Background: an optimization exercise with open tools, aiming at small area, a short achievable clock period and few clock cycles. Do not read the settings as production practice.
RTL that was checked went through simulation tests only; none was proved equivalent to the original.
Power figures rest on the tool's default switching activity, not on a simulated workload.

==> flow/design.v (excerpt) <==
module iommu_ptw (
    input  wire        clk,
    input  wire        rst,             
    input  wire        req_valid,
    output wire        req_ready,
    input  wire [63:0] req_iova,
    input  wire [63:0] req_gatp,
    input  wire [63:0] req_satp,
    input  wire        req_stage1,      
    input  wire [1:0]  req_access,      
    output wire        mem_req_valid,
    input  wire        mem_req_ready,
    output wire [63:0] mem_req_addr,
    output wire        mem_req_size,    
    input  wire        mem_rsp_valid,
    input  wire [63:0] mem_rsp_data,
    input  wire        mem_rsp_err,
    output reg         rsp_valid,
    output wire        rsp_fault,
    output wire [11:0] rsp_cause,
    output wire [63:0] rsp_phys,
    output wire [63:0] rsp_pa,
    output wire [63:0] rsp_mask,
    output wire [1:0]  rsp_perm         
);
    localparam [3:0] MODE_BARE = 4'd0;
    localparam [3:0] MODE_SV32 = 4'd1;
    localparam [3:0] MODE_SV39 = 4'd8;
    localparam [3:0] MODE_SV48 = 4'd9;
    localparam [3:0] MODE_SV57 = 4'd10;
  ...
Size in the first run: ~1,300 cells after synthesis, ~540 I/O pins.
clock: 10.0 ns
lec_check: 0
cap_margin: 20
core_margin: 2
core_utilization: 40
slew_margin: 20
standard.sh (not shown) runs the stock make flow with config.mk's settings and CLKGATE_MAP_FILE= SYNTH_SCRIPT=/design/flow/synth_recipe.tcl, a recipe that flattens the netlist after the stock synthesis.
==> flow/flow/run.sh <==
#!/bin/bash
set -euo pipefail
bash standard.sh \
  "BUFFER_PORTS_ARGS=-buffer_cell sky130_fd_sc_hd__buf_1" \
  "SETUP_SLACK_MARGIN=6.5" \
  finish > flow_make.log 2>&1
==> next run, changes <==
--- a/flow/design.v
+++ b/flow/design.v
@@ -28,21 +28,21 @@
     localparam [3:0] MODE_SV39 = 4'd8;
     localparam [3:0] MODE_SV48 = 4'd9;
     localparam [3:0] MODE_SV57 = 4'd10;
     reg         rdy;         
     reg         rd;          
     reg         s2s;         
     reg         sp;          
     reg         mreq;        
     reg  [63:0] vn;          
     wire [63:0] va = ~vn;
-    reg  [3:0]  gmode;
+    reg         g_bare, g_32, g_39, g_48, g_57;    
     reg  [43:0] gppn;
     reg  [1:0]  acc;
     reg         s1pass;      
     reg  [1:0]  perm1;       
     reg  [4:0]  lv;          
     reg         pte8;
     reg  [56:2] addr;
     reg         l_r, l_w;    
     reg         r_ok;        
     reg         r_bare;      
@@ -72,38 +72,30 @@
                           ((s_32 | s_39) & (|req_iova[47:39])) |
                           (s_32 & (|req_iova[38:32]));
     reg  [11:2] s_idx;
     always @(*) begin
         s_idx = {req_iova[38:30], 1'b0};
         if (s_32) s_idx = req_iova[31:22];
         if (s_48) s_idx = {req_iova[47:39], 1'b0};
         if (s_57) s_idx = {req_iova[56:48], 1'b0};
     end
     wire [4:0]  s_lv    = {s_57, s_48, s_39, s_32, 1'b0};
-    wire        g_bare  = (gmode == MODE_BARE);
-    wire        g_32    = (gmode == MODE_SV32);
-    wire        g_39    = (gmode == MODE_SV39);
-    wire        g_48    = (gmode == MODE_SV48);
-    wire        g_57    = (gmode == MODE_SV57);
     wire        g_ok    = g_32 | g_39 | g_48 | g_57;
     wire        g_wbad  = (|va[63:59]) |
                           ((g_32 | g_39 | g_48) & (|va[58:50])) |
                           ((g_32 | g_39) & (|va[49:41])) |
                           (g_32 & (|va[40:34]));
-    reg  [13:2] g_off;       
-    always @(*) begin
-        g_off = {va[40:30], 1'b0};
-        if (g_32) g_off = va[33:22];
-        if (g_48) g_off = {va[49:39], 1'b0};
-        if (g_57) g_off = {va[58:48], 1'b0};
-    end
-    wire [44:0] g_hi    = {1'b0, gppn} + {43'd0, g_off[13:12]};
+    wire [13:2] g_off   = ({12{g_32}} & va[33:22]) | ({12{g_39}} & {va[40:30], 1'b0}) |
+                          ({12{g_48}} & {va[49:39], 1'b0}) | ({12{g_57}} & {va[58:48], 1'b0});
+    wire [2:0]  g_lo    = {1'b0, gppn[1:0]} + {1'b0, g_off[13:12]};
+    wire [42:0] g_inc   = {1'b0, gppn[43:2]} + 43'd1;
+    wire [44:0] g_hi    = {g_lo[2] ? g_inc : {1'b0, gppn[43:2]}, g_lo[1:0]};
     wire [4:0]  g_lv    = {g_57, g_48, g_39, g_32, 1'b0};
     wire [11:2] n_idx   = !pte8 ? va[21:12] :
                           {({9{lv[1]}} & va[20:12]) | ({9{lv[2]}} & va[29:21]) |
                            ({9{lv[3]}} & va[38:30]) | ({9{lv[4]}} & va[47:39]), 1'b0};
     wire         ge2     = lv[2] | lv[3] | lv[4];
     wire         ge3     = lv[3] | lv[4];
     wire [55:12] offm    = pte8 ? {8'd0, {9{lv[4]}}, {9{ge3}}, {9{ge2}}, {9{!lv[0]}}}
                                 : {34'd0, {10{!lv[0]}}};
     wire [55:12] p_ppn   = pte8 ? mem_rsp_data[53:10] : {22'd0, mem_rsp_data[31:10]};
     wire         p_V     = mem_rsp_data[0];
@@ -171,21 +163,25 @@
         r_ok    <= n_ok;
         r_fault <= !n_ok;
         r_bare  <= n_bare;
         r_phn   <= n_phn;
         r_perm  <= n_perm;
         {c8, c4, c3, c2, c1, c0} <= n_cause;
         l_r     <= p_R;
         l_w     <= p_W;
         if (rdy) begin
             vn    <= ~req_iova;
-            gmode <= req_gatp[63:60];
+            g_bare <= (req_gatp[63:60] == MODE_BARE);
+            g_32   <= (req_gatp[63:60] == MODE_SV32);
+            g_39   <= (req_gatp[63:60] == MODE_SV39);
+            g_48   <= (req_gatp[63:60] == MODE_SV48);
+            g_57   <= (req_gatp[63:60] == MODE_SV57);
             gppn  <= req_gatp[43:0];
             acc   <= req_access;
             perm1 <= 2'b11;
             addr  <= {1'b0, req_satp[43:0], s_idx};
             lv    <= s_lv;
             pte8  <= !s_32;
             s1pass <= req_stage1;
         end else if (s2s) begin
             addr  <= {g_hi, g_off[11:2]};
             lv    <= g_lv;
Result: Routed wire length goes down by 9.9%; non-clock buffer count goes down by 36; power goes down by 1.8%; worst hold slack is better by 0.0085 ns; global-route usage decreases by 2.6 points.
Testbench counts after the change, summed over its fixed seeds: cycles 47,891.
No functional check of the RTL was part of the first run of this note.

## port drivers added, routing unchanged
How much do the figures lean on ideal ports? The routed layouts below were timed once more, with nothing changed but the port constraints.
Step 1, drivers: a clkbuf_16 drives clk and a buf_2 each remaining input, both assumed.
Step 2 also shifts input and output timing later by t, the mid clock arrival at the registers, as if the neighbouring blocks saw the same clock.
a / b / c = no drivers / after step 1 / after step 2; a / b = the first two.
| run | t (ns) | slack for setup (ns) | clock arrival spread, ns | worst register clock-pin slew, ns | cell pins on the clock port's net |
|---|---|---|---|---|---|
| the first run | 0.499 | 6.253 / 6.253 / 6.058 | 0.016 / 0.015 | 0.09 / 0.09 | 1 |
| the second run | 0.500 | 6.548 / 6.494 / 6.077 | 0.025 / 0.024 | 0.09 / 0.09 | 1 |
After both steps every run listed still meets setup and hold. The setup slack of the second run, which loses most, moves by -0.054 ns with the drivers and by -0.471 ns with both steps.
